From an optimization exercise on the open Yosys and OpenROAD flow, aimed at small area, a short achievable clock period and few clock cycles per item; shortcuts taken in it are not production practice.
RTL that was checked went through simulation tests only; none was proved equivalent to the original.

==> branch tundra <==
==> flow/design.v <==
module carry_norm (
    input  wire        clk,
    input  wire        rst,
    input  wire        in_valid,
    output reg         in_ready,
    input  wire [63:0] in_data,
    input  wire        in_last,
    output reg         out_valid,
    input  wire        out_ready,
    output wire [63:0] out_digit,
    output reg         out_last,
    output reg         out_err,
    output reg         out_topovf
);
    localparam [1:0] S_IDLE = 2'd0, S_RSH = 2'd1, S_ADD = 2'd2, S_DIV = 2'd3;
    reg        v0;
    reg [63:0] x0;
    reg        l0;
    reg        drop;         
    reg        cz;           
    reg        cbig;         
    reg [15:0] cs;           
    reg [63:0] c;            
    reg [6:0]  odig;         
    reg        ofull;
    reg        sv;           
    reg [6:0]  sdig;
    reg        slast, serr, stop, sfull;
    reg [1:0]  st;           
    reg [6:0]  cnt;          
    reg [3:0]  dly;          
    reg        sgn;          
    reg        rb, stk;      
    reg        cy;           
    reg        vneg;         
    assign out_digit = {c[63:7] & {57{ofull}}, odig};
    wire accept  = in_valid && in_ready;
    wire rd      = out_valid && out_ready;
    wire room    = !(out_valid && sv);                   
    wire qempty  = !out_valid && !sv;
    wire fullpend = (out_valid && ofull) || (sv && sfull);
    function fast_win;                  
        input [63:0] x;
        fast_win = (x[62:52] < 11'd1022) || (!x[63] && x[62:52] <= 11'd1043);
    endfunction
    function is_bad;                    
        input [63:0] x;
        is_bad = (x[62:52] == 11'd2047) || (x[62:52] > 11'd1086) ||
                 ((x[62:52] == 11'd1086) && !(x[63] && x[51:0] == 52'd0));
    endfunction
    function drain_f;
        input        v, idle, dr, rm, fp, cz_, cb, last, win, bad;
        drain_f = v && idle &&
                  (dr || (rm && (bad || (win && (cz_ || !cb) && !(last && fp)))));
    endfunction
    wire        f_sign = x0[63];
    wire [10:0] f_exp  = x0[62:52];
    wire [52:0] f_mant = {f_exp != 11'd0, x0[51:0]};
    wire        f_tiny = (f_exp < 11'd1022);
    wire        f_win  = fast_win(x0);
    wire        f_bad  = is_bad(x0);
    wire        fast   = f_win && (cz || !cbig);
    wire        idle   = (st == S_IDLE);
    wire        drain  = drain_f(v0, idle, drop, room, fullpend, cz, cbig, l0, f_win, f_bad);
    wire        start_slow = v0 && idle && !drop && !f_bad && !fast && qempty;
    wire [4:0]  sh5   = 5'd19 - f_exp[4:0];             
    wire [21:0] tsh   = f_mant[52:31] >> sh5;
    wire [20:0] ip    = f_tiny ? 21'd0 : tsh[21:1];
    wire        rbit  = !f_tiny && tsh[0];
    reg  [21:0] smask;
    integer k;
    always @(*)
        for (k = 0; k < 22; k = k + 1)
            smask[k] = (k <= sh5);
    wire        stkf  = (|f_mant[29:0]) || (|(f_mant[51:30] & smask));
    wire        rupf  = rbit & (stkf | ip[0]);
    wire [15:0] cadd  = cz ? 16'd0 : cs;
    reg  [21:0] fv;
    reg         rc;
    integer j;
    always @(*) begin
        rc = rupf;
        for (j = 0; j < 22; j = j + 1) begin
            fv[j] = (j < 21 ? ip[j] : 1'b0) ^ (j < 16 ? cadd[j] : 1'b0) ^ rc;
            rc    = ((j < 21 ? ip[j] : 1'b0) & (j < 16 ? cadd[j] : 1'b0)) |
                    (((j < 21 ? ip[j] : 1'b0) | (j < 16 ? cadd[j] : 1'b0)) & rc);
        end
    end
    wire [15:0] fq    = fv / 22'd100;
    wire [6:0]  fr    = fv % 22'd100;
    wire        ftop  = (fv[21:7] != 15'd0) || (fv[6:0] > 7'd99);
    wire        a_bit  = ((dly == 4'd0) ? x0[0] : 1'b0) ^ sgn;
    wire        b_bit  = cz ? 1'b0 : cbig ? c[0] : (cnt[6:4] == 3'd0) && cs[cnt[3:0]];
    wire        rup_s  = rb & (stk | x0[0]);
    wire        c_in   = (cnt == 7'd0) ? (rup_s ^ sgn) : cy;
    wire        s_bit  = a_bit ^ b_bit ^ c_in;
    wire        s_cy   = (a_bit & b_bit) | (a_bit & c_in) | (b_bit & c_in);
    wire        s_64   = sgn ^ (cbig & b_bit) ^ s_cy;    
    wire        s_ovf  = (s_64 != s_bit);
    wire [63:0] vfin   = {s_bit, c[63:1]};
    wire        vtop   = vfin[63] || (|vfin[62:7]) || (vfin[6:0] > 7'd99);
    wire [7:0]  d_t    = {cs[6:0], c[63] ^ vneg};
    wire        d_ge   = (d_t >= 8'd100);
    wire [7:0]  d_r    = d_ge ? d_t - 8'd100 : d_t;
    wire [6:0]  d_fin  = vneg ? 7'd99 - d_r[6:0] : d_r[6:0];
    wire        add_end = (st == S_ADD) && (cnt == 7'd63);
    wire        div_end = (st == S_DIV) && (cnt == 7'd63);
    reg         wr;                      
    reg  [6:0]  nd;
    reg         nlast, nerr, ntop, nfull;
    reg         pop;                     
    reg         n_drop, n_cz, n_cbig;
    always @(*) begin
        wr = 1'b0; nd = 7'd0; nlast = 1'b0; nerr = 1'b0; ntop = 1'b0; nfull = 1'b0;
        pop = 1'b0;
        n_drop = drop; n_cz = cz; n_cbig = cbig;
        if (drain) begin
            pop = 1'b1;
            if (drop) begin
                if (l0) n_drop = 1'b0;
            end else if (f_bad) begin
                wr = 1'b1; nerr = 1'b1; nlast = 1'b1;
                n_cz = 1'b1; n_cbig = 1'b0; n_drop = !l0;
            end else begin
                wr = 1'b1; nlast = l0; nfull = l0; ntop = l0 && ftop;
                nd = l0 ? fv[6:0] : fr;
                n_cz = l0; n_cbig = 1'b0;
            end
        end
        if (add_end) begin
            if (s_ovf) begin
                pop = 1'b1; wr = 1'b1; nerr = 1'b1; nlast = 1'b1;
                n_cz = 1'b1; n_cbig = 1'b0; n_drop = !l0;
            end else if (l0) begin
                pop = 1'b1; wr = 1'b1; nlast = 1'b1; nfull = 1'b1; ntop = vtop;
                nd = vfin[6:0];
                n_cz = 1'b1; n_cbig = 1'b0;
            end
        end
        if (div_end) begin
            pop = 1'b1; wr = 1'b1; nd = d_fin;
            n_cz = 1'b0; n_cbig = 1'b1;
        end
    end
    wire n_ov   = (out_valid && !rd) || sv || wr;
    wire n_sv   = (out_valid && !rd && (sv || wr)) || (sv && wr);
    wire n_room = !(n_ov && n_sv);
    wire n_fp   = (out_valid && !rd && ofull) || (sv && sfull) || (wr && nfull);
    wire n_v0   = accept || (v0 && !pop);
    wire [63:0] n_x0 = accept ? in_data : x0;
    wire        n_l0 = accept ? in_last : l0;
    wire n_idle = !(start_slow || (!idle && !(add_end && (s_ovf || l0)) && !div_end));
    wire n_drain = drain_f(n_v0, n_idle, n_drop, n_room, n_fp, n_cz, n_cbig, n_l0,
                           accept ? fast_win(in_data) : f_win,
                           accept ? is_bad(in_data) : f_bad);
    always @(posedge clk) begin
        if (rst) begin
            v0         <= 1'b0;
            in_ready   <= 1'b1;
            drop       <= 1'b0;
            cz         <= 1'b1;
            cbig       <= 1'b0;
            st         <= S_IDLE;
            out_valid  <= 1'b0;
            sv         <= 1'b0;
            ofull      <= 1'b0;
            sfull      <= 1'b0;
        end else begin
            v0       <= n_v0;
            in_ready <= !n_v0 || n_drain;
            drop     <= n_drop;
            cz       <= n_cz;
            cbig     <= n_cbig;
            if (accept) begin
                x0 <= in_data;
                l0 <= in_last;
            end
            if (rd || !out_valid) begin
                if (sv) begin
                    odig <= sdig; out_last <= slast; out_err <= serr;
                    out_topovf <= stop; ofull <= sfull;
                end else begin
                    odig <= nd; out_last <= nlast; out_err <= nerr;
                    out_topovf <= ntop; ofull <= nfull;
                end
            end
            if (wr && (sv || (out_valid && !rd))) begin
                sdig <= nd; slast <= nlast; serr <= nerr; stop <= ntop; sfull <= nfull;
            end
            out_valid <= n_ov;
            sv        <= n_sv;
            if (drain && !drop && !f_bad) begin
                if (l0)
                    c <= {42'd0, fv};
                else
                    cs <= fq;
            end
            if (start_slow) begin
                x0[63:52] <= {11'd0, f_exp != 11'd0};
                sgn       <= f_sign;
                rb        <= 1'b0;
                stk       <= 1'b0;
                cnt       <= 7'd0;
                if (f_exp >= 11'd1075) begin
                    st  <= S_ADD;
                    dly <= f_exp[3:0] - 4'd3;                     
                end else begin
                    st  <= S_RSH;
                    dly <= 4'd0;
                    cnt <= f_tiny ? 7'd54 : 7'd51 - f_exp[6:0];  
                end
            end
            case (st)
                S_RSH: begin
                    stk <= stk | rb;
                    rb  <= x0[0];
                    x0  <= {1'b0, x0[63:1]};
                    cnt <= cnt - 7'd1;
                    if (cnt == 7'd1)
                        st <= S_ADD;
                end
                S_ADD: begin
                    if (dly == 4'd0)
                        x0 <= {1'b0, x0[63:1]};
                    else
                        dly <= dly - 4'd1;
                    c    <= vfin;
                    cy   <= s_cy;
                    cnt  <= cnt + 7'd1;
                    vneg <= s_bit;
                    if (add_end)
                        cs <= 16'd0;
                    if (add_end) begin
                        st  <= (s_ovf || l0) ? S_IDLE : S_DIV;
                        cnt <= 7'd0;
                    end
                end
                S_DIV: begin
                    c   <= {c[62:0], d_ge ^ vneg};
                    cs  <= {9'd0, d_r[6:0]};
                    cnt <= cnt + 7'd1;
                    if (div_end)
                        st <= S_IDLE;
                end
                default: ;
            endcase
        end
    end
endmodule
==> flow/run.sh <==
#!/bin/bash
# synth_recipe.tcl (not shown) runs the flow's synth.tcl, then flattens the netlist and writes it again
# the make line also repeats each setting of config.mk as NAME=value (left out here)
make -C /OpenROAD-flow-scripts/flow DESIGN_CONFIG=/design/flow/config.mk WORK_HOME=/design/flow/orfs CLKGATE_MAP_FILE= SYNTH_SCRIPT=/design/flow/synth_recipe.tcl finish
==> flow/config.mk <==
export PLATFORM = sky130hd
export DESIGN_NAME = carry_norm
export DESIGN_NICKNAME = carry_norm
export VERILOG_FILES = /design/flow/design.v
export SDC_FILE = /design/flow/constraint.sdc
export NUM_CORES = 4
export LEC_CHECK = 0
export ABC_AREA = 1
export CAP_MARGIN = 20
export CORE_MARGIN = 2
export CORE_UTILIZATION = 40
export SETUP_SLACK_MARGIN = 2
export SLEW_MARGIN = 20
==> flow/constraint.sdc <==
create_clock -name core_clock -period 100.0 [get_ports {clk}]
set_input_delay 20.0000 -clock core_clock [delete_from_list [all_inputs] [get_ports {clk}]]
set_output_delay 20.0000 -clock core_clock [all_outputs]
set_load 0.01 [all_outputs]
==> branch violet (differences from branch tundra) <==
==> flow/design.v, changed modules only <==
module carry_norm (
    input  wire        clk,
    input  wire        rst,
    input  wire        in_valid,
    output reg         in_ready,
    input  wire [63:0] in_data,
    input  wire        in_last,
    output reg         out_valid,
    input  wire        out_ready,
    output wire [63:0] out_digit,
    output reg         out_last,
    output reg         out_err,
    output reg         out_topovf
);
    localparam [1:0] S_IDLE = 2'd0, S_RSH = 2'd1, S_ADD = 2'd2, S_DIV = 2'd3;
    reg        v0;
    reg [63:0] x0;
    reg        l0;
    reg        drop;         
    reg        cz;           
    reg        cbig;         
    reg [15:0] cs;           
    reg [63:0] c;            
    reg [6:0]  odig;         
    reg        ofull;
    reg        omk1, omk2;   
    reg        sv;           
    reg [6:0]  sdig;
    reg        slast, serr, stop, sfull;
    reg [1:0]  st;           
    reg [6:0]  cnt;          
    reg [3:0]  dly;          
    reg        sgn;          
    reg        rb, stk;      
    reg        cy;           
    reg        vneg;         
    assign out_digit = {c[63:43] & {21{omk2}}, c[42:22] & {21{omk1}},
                        c[21:7] & {15{ofull}}, odig};
    wire accept  = in_valid && in_ready;
    wire rd      = out_valid && out_ready;
    wire room    = !(out_valid && sv);                   
    wire qempty  = !out_valid && !sv;
    wire fullpend = (out_valid && ofull) || (sv && sfull);
    function fast_win;                  
        input [63:0] x;
        fast_win = (x[62:52] < 11'd1022) || (!x[63] && x[62:52] <= 11'd1043);
    endfunction
    function is_bad;                    
        input [63:0] x;
        is_bad = (x[62:52] == 11'd2047) || (x[62:52] > 11'd1086) ||
                 ((x[62:52] == 11'd1086) && !(x[63] && x[51:0] == 52'd0));
    endfunction
    function drain_f;
        input        v, idle, dr, rm, fp, cz_, cb, last, win, bad;
        drain_f = v && idle &&
                  (dr || (rm && (bad || (win && (cz_ || !cb) && !(last && fp)))));
    endfunction
    wire        f_sign = x0[63];
    wire [10:0] f_exp  = x0[62:52];
    wire [52:0] f_mant = {f_exp != 11'd0, x0[51:0]};
    wire        f_tiny = (f_exp < 11'd1022);
    wire        f_win  = fast_win(x0);
    wire        f_bad  = is_bad(x0);
    wire        fast   = f_win && (cz || !cbig);
    wire        idle   = (st == S_IDLE);
    wire        drain  = drain_f(v0, idle, drop, room, fullpend, cz, cbig, l0, f_win, f_bad);
    wire        start_slow = v0 && idle && !drop && !f_bad && !fast && qempty;
    wire [4:0]  sh5   = 5'd19 - f_exp[4:0];             
    wire [21:0] tsh   = f_mant[52:31] >> sh5;
    wire [20:0] ip    = f_tiny ? 21'd0 : tsh[21:1];
    wire        rbit  = !f_tiny && tsh[0];
    reg  [21:0] smask;
    integer k;
    always @(*)
        for (k = 0; k < 22; k = k + 1)
            smask[k] = (k <= sh5);
    wire        stkf  = (|f_mant[29:0]) || (|(f_mant[51:30] & smask));
    wire        rupf  = rbit & (stkf | ip[0]);
    wire [15:0] cadd  = cz ? 16'd0 : cs;
    reg  [21:0] fv;
    reg         rc;
    integer j;
    always @(*) begin
        rc = rupf;
        for (j = 0; j < 22; j = j + 1) begin
            fv[j] = (j < 21 ? ip[j] : 1'b0) ^ (j < 16 ? cadd[j] : 1'b0) ^ rc;
            rc    = ((j < 21 ? ip[j] : 1'b0) & (j < 16 ? cadd[j] : 1'b0)) |
                    (((j < 21 ? ip[j] : 1'b0) | (j < 16 ? cadd[j] : 1'b0)) & rc);
        end
    end
    wire [15:0] fq    = fv / 22'd100;
    wire [6:0]  fr    = fv % 22'd100;
    wire        ftop  = (fv[21:7] != 15'd0) || (fv[6:0] > 7'd99);
    wire        a_bit  = ((dly == 4'd0) ? x0[0] : 1'b0) ^ sgn;
    wire        b_bit  = cz ? 1'b0 : cbig ? c[0] : (cnt[6:4] == 3'd0) && cs[cnt[3:0]];
    wire        rup_s  = rb & (stk | x0[0]);
    wire        c_in   = (cnt == 7'd0) ? (rup_s ^ sgn) : cy;
    wire        s_bit  = a_bit ^ b_bit ^ c_in;
    wire        s_cy   = (a_bit & b_bit) | (a_bit & c_in) | (b_bit & c_in);
    wire        s_64   = sgn ^ (cbig & b_bit) ^ s_cy;    
    wire        s_ovf  = (s_64 != s_bit);
    wire [63:0] vfin   = {s_bit, c[63:1]};
    wire        vtop   = vfin[63] || (|vfin[62:7]) || (vfin[6:0] > 7'd99);
    wire [7:0]  d_t    = {cs[6:0], c[63] ^ vneg};
    wire        d_ge   = (d_t >= 8'd100);
    wire [7:0]  d_r    = d_ge ? d_t - 8'd100 : d_t;
    wire [6:0]  d_fin  = vneg ? 7'd99 - d_r[6:0] : d_r[6:0];
    wire        add_end = (st == S_ADD) && (cnt == 7'd63);
    wire        div_end = (st == S_DIV) && (cnt == 7'd63);
    reg         wr;                      
    reg  [6:0]  nd;
    reg         nlast, nerr, ntop, nfull;
    reg         pop;                     
    reg         n_drop, n_cz, n_cbig;
    always @(*) begin
        wr = 1'b0; nd = 7'd0; nlast = 1'b0; nerr = 1'b0; ntop = 1'b0; nfull = 1'b0;
        pop = 1'b0;
        n_drop = drop; n_cz = cz; n_cbig = cbig;
        if (drain) begin
            pop = 1'b1;
            if (drop) begin
                if (l0) n_drop = 1'b0;
            end else if (f_bad) begin
                wr = 1'b1; nerr = 1'b1; nlast = 1'b1;
                n_cz = 1'b1; n_cbig = 1'b0; n_drop = !l0;
            end else begin
                wr = 1'b1; nlast = l0; nfull = l0; ntop = l0 && ftop;
                nd = l0 ? fv[6:0] : fr;
                n_cz = l0; n_cbig = 1'b0;
            end
        end
        if (add_end) begin
            if (s_ovf) begin
                pop = 1'b1; wr = 1'b1; nerr = 1'b1; nlast = 1'b1;
                n_cz = 1'b1; n_cbig = 1'b0; n_drop = !l0;
            end else if (l0) begin
                pop = 1'b1; wr = 1'b1; nlast = 1'b1; nfull = 1'b1; ntop = vtop;
                nd = vfin[6:0];
                n_cz = 1'b1; n_cbig = 1'b0;
            end
        end
        if (div_end) begin
            pop = 1'b1; wr = 1'b1; nd = d_fin;
            n_cz = 1'b0; n_cbig = 1'b1;
        end
    end
    wire n_ov   = (out_valid && !rd) || sv || wr;
    wire n_sv   = (out_valid && !rd && (sv || wr)) || (sv && wr);
    wire n_room = !(n_ov && n_sv);
    wire n_fp   = (out_valid && !rd && ofull) || (sv && sfull) || (wr && nfull);
    wire n_keep = v0 && !pop;            
    wire n_idle = !(start_slow || (!idle && !(add_end && (s_ovf || l0)) && !div_end));
    wire in_win    = (in_data[62:52] <= 11'd1043) &&
                     (!in_data[63] || in_data[62:52] < 11'd1022);
    wire drain_new = n_idle && (n_drop || (n_room && in_win && (n_cz || !n_cbig) &&
                                           !(in_last && n_fp)));
    wire drain_old = drain_f(1'b1, n_idle, n_drop, n_room, n_fp, n_cz, n_cbig, l0,
                             f_win, f_bad);
    wire n_ready   = accept ? drain_new : (!n_keep || drain_old);
    always @(posedge clk) begin
        if (rst) begin
            v0         <= 1'b0;
            in_ready   <= 1'b1;
            drop       <= 1'b0;
            cz         <= 1'b1;
            cbig       <= 1'b0;
            st         <= S_IDLE;
            out_valid  <= 1'b0;
            sv         <= 1'b0;
        end else begin
            v0        <= accept || n_keep;
            in_ready  <= n_ready;
            drop      <= n_drop;
            cz        <= n_cz;
            cbig      <= n_cbig;
            out_valid <= n_ov;
            sv        <= n_sv;
            if (start_slow)
                st <= (f_exp >= 11'd1075) ? S_ADD : S_RSH;
            case (st)
                S_RSH: if (cnt == 7'd1) st <= S_ADD;
                S_ADD: if (add_end) st <= (s_ovf || l0) ? S_IDLE : S_DIV;
                S_DIV: if (div_end) st <= S_IDLE;
                default: ;
            endcase
        end
    end
    always @(posedge clk) begin
        if (in_ready) begin
            x0 <= in_data;
            l0 <= in_last;
        end
        if (rd || !out_valid) begin
            if (sv) begin
                odig <= sdig; out_last <= slast; out_err <= serr;
                out_topovf <= stop; ofull <= sfull;
                omk1 <= sfull && slast; omk2 <= sfull && !serr;
            end else begin
                odig <= nd; out_last <= nlast; out_err <= nerr;
                out_topovf <= ntop; ofull <= nfull;
                omk1 <= nfull && nlast; omk2 <= nfull && !nerr;
            end
        end
        if (wr && (sv || (out_valid && !rd))) begin
            sdig <= nd; slast <= nlast; serr <= nerr; stop <= ntop; sfull <= nfull;
        end
        if (drain && !drop && !f_bad) begin
            if (l0)
                c <= {42'd0, fv};
            else
                cs <= fq;
        end
        if (start_slow) begin
            x0[63:52] <= {11'd0, f_exp != 11'd0};
            sgn       <= f_sign;
            rb        <= 1'b0;
            stk       <= 1'b0;
            cnt       <= 7'd0;
            if (f_exp >= 11'd1075) begin
                dly <= f_exp[3:0] - 4'd3;                     
            end else begin
                dly <= 4'd0;
                cnt <= f_tiny ? 7'd54 : 7'd51 - f_exp[6:0];  
            end
        end
        case (st)
            S_RSH: begin
                stk <= stk | rb;
                rb  <= x0[0];
                x0  <= {1'b0, x0[63:1]};
                cnt <= cnt - 7'd1;
            end
            S_ADD: begin
                if (dly == 4'd0)
                    x0 <= {1'b0, x0[63:1]};
                else
                    dly <= dly - 4'd1;
                c    <= vfin;
                cy   <= s_cy;
                cnt  <= add_end ? 7'd0 : cnt + 7'd1;
                vneg <= s_bit;
                if (add_end)
                    cs <= 16'd0;
            end
            S_DIV: begin
                c   <= {c[62:0], d_ge ^ vneg};
                cs  <= {9'd0, d_r[6:0]};
                cnt <= cnt + 7'd1;
            end
            default: ;
        endcase
    end
endmodule
==> run notes <==
Final area: branch tundra is larger than branch violet (3.9%). Of branch violet and branch tundra, branch violet has the higher fmax (gap 1.4%, measured against branch tundra). In critical path depth, branch violet and branch tundra do not differ.
Testbench counts of branch violet, summed over its fixed seeds: cycles 18,530, items 18,514.
Function not checked in branch tundra: the RTL went through the layout flow alone.

## port drivers added, routing unchanged
The flow's constraints put no driver on any port. The routed layouts listed below were extracted and timed again, unchanged, in two steps. Step 1 assumes that a clkbuf_16 drives the clock port and a buf_2 every other input. Step 2 also shifts input and output timing later by t, the mid clock arrival at the registers, as if the neighbouring blocks saw the same clock. a / b / c = ideal ports / drivers / drivers and shift; a / b = the first two.
| run | t (ns) | slack for setup (ns) | hold WS [ns] | worst setup path at the end | slew at the worst register clock pin (ns) |
|---|---|---|---|---|---|
| branch tundra | 0.510 | 77.711 / 77.661 / 77.348 | 0.481 / 0.481 / 0.481 | input to register | 0.08 / 0.08 |
| branch violet | 0.508 | 78.025 / 77.974 / 78.049 | 0.472 / 0.472 / 0.472 | input to register | 0.08 / 0.08 |
After both steps setup and hold are still met in every run listed. The setup slack of branch tundra, which loses most, moves by -0.050 ns with the drivers and by -0.363 ns with both steps.
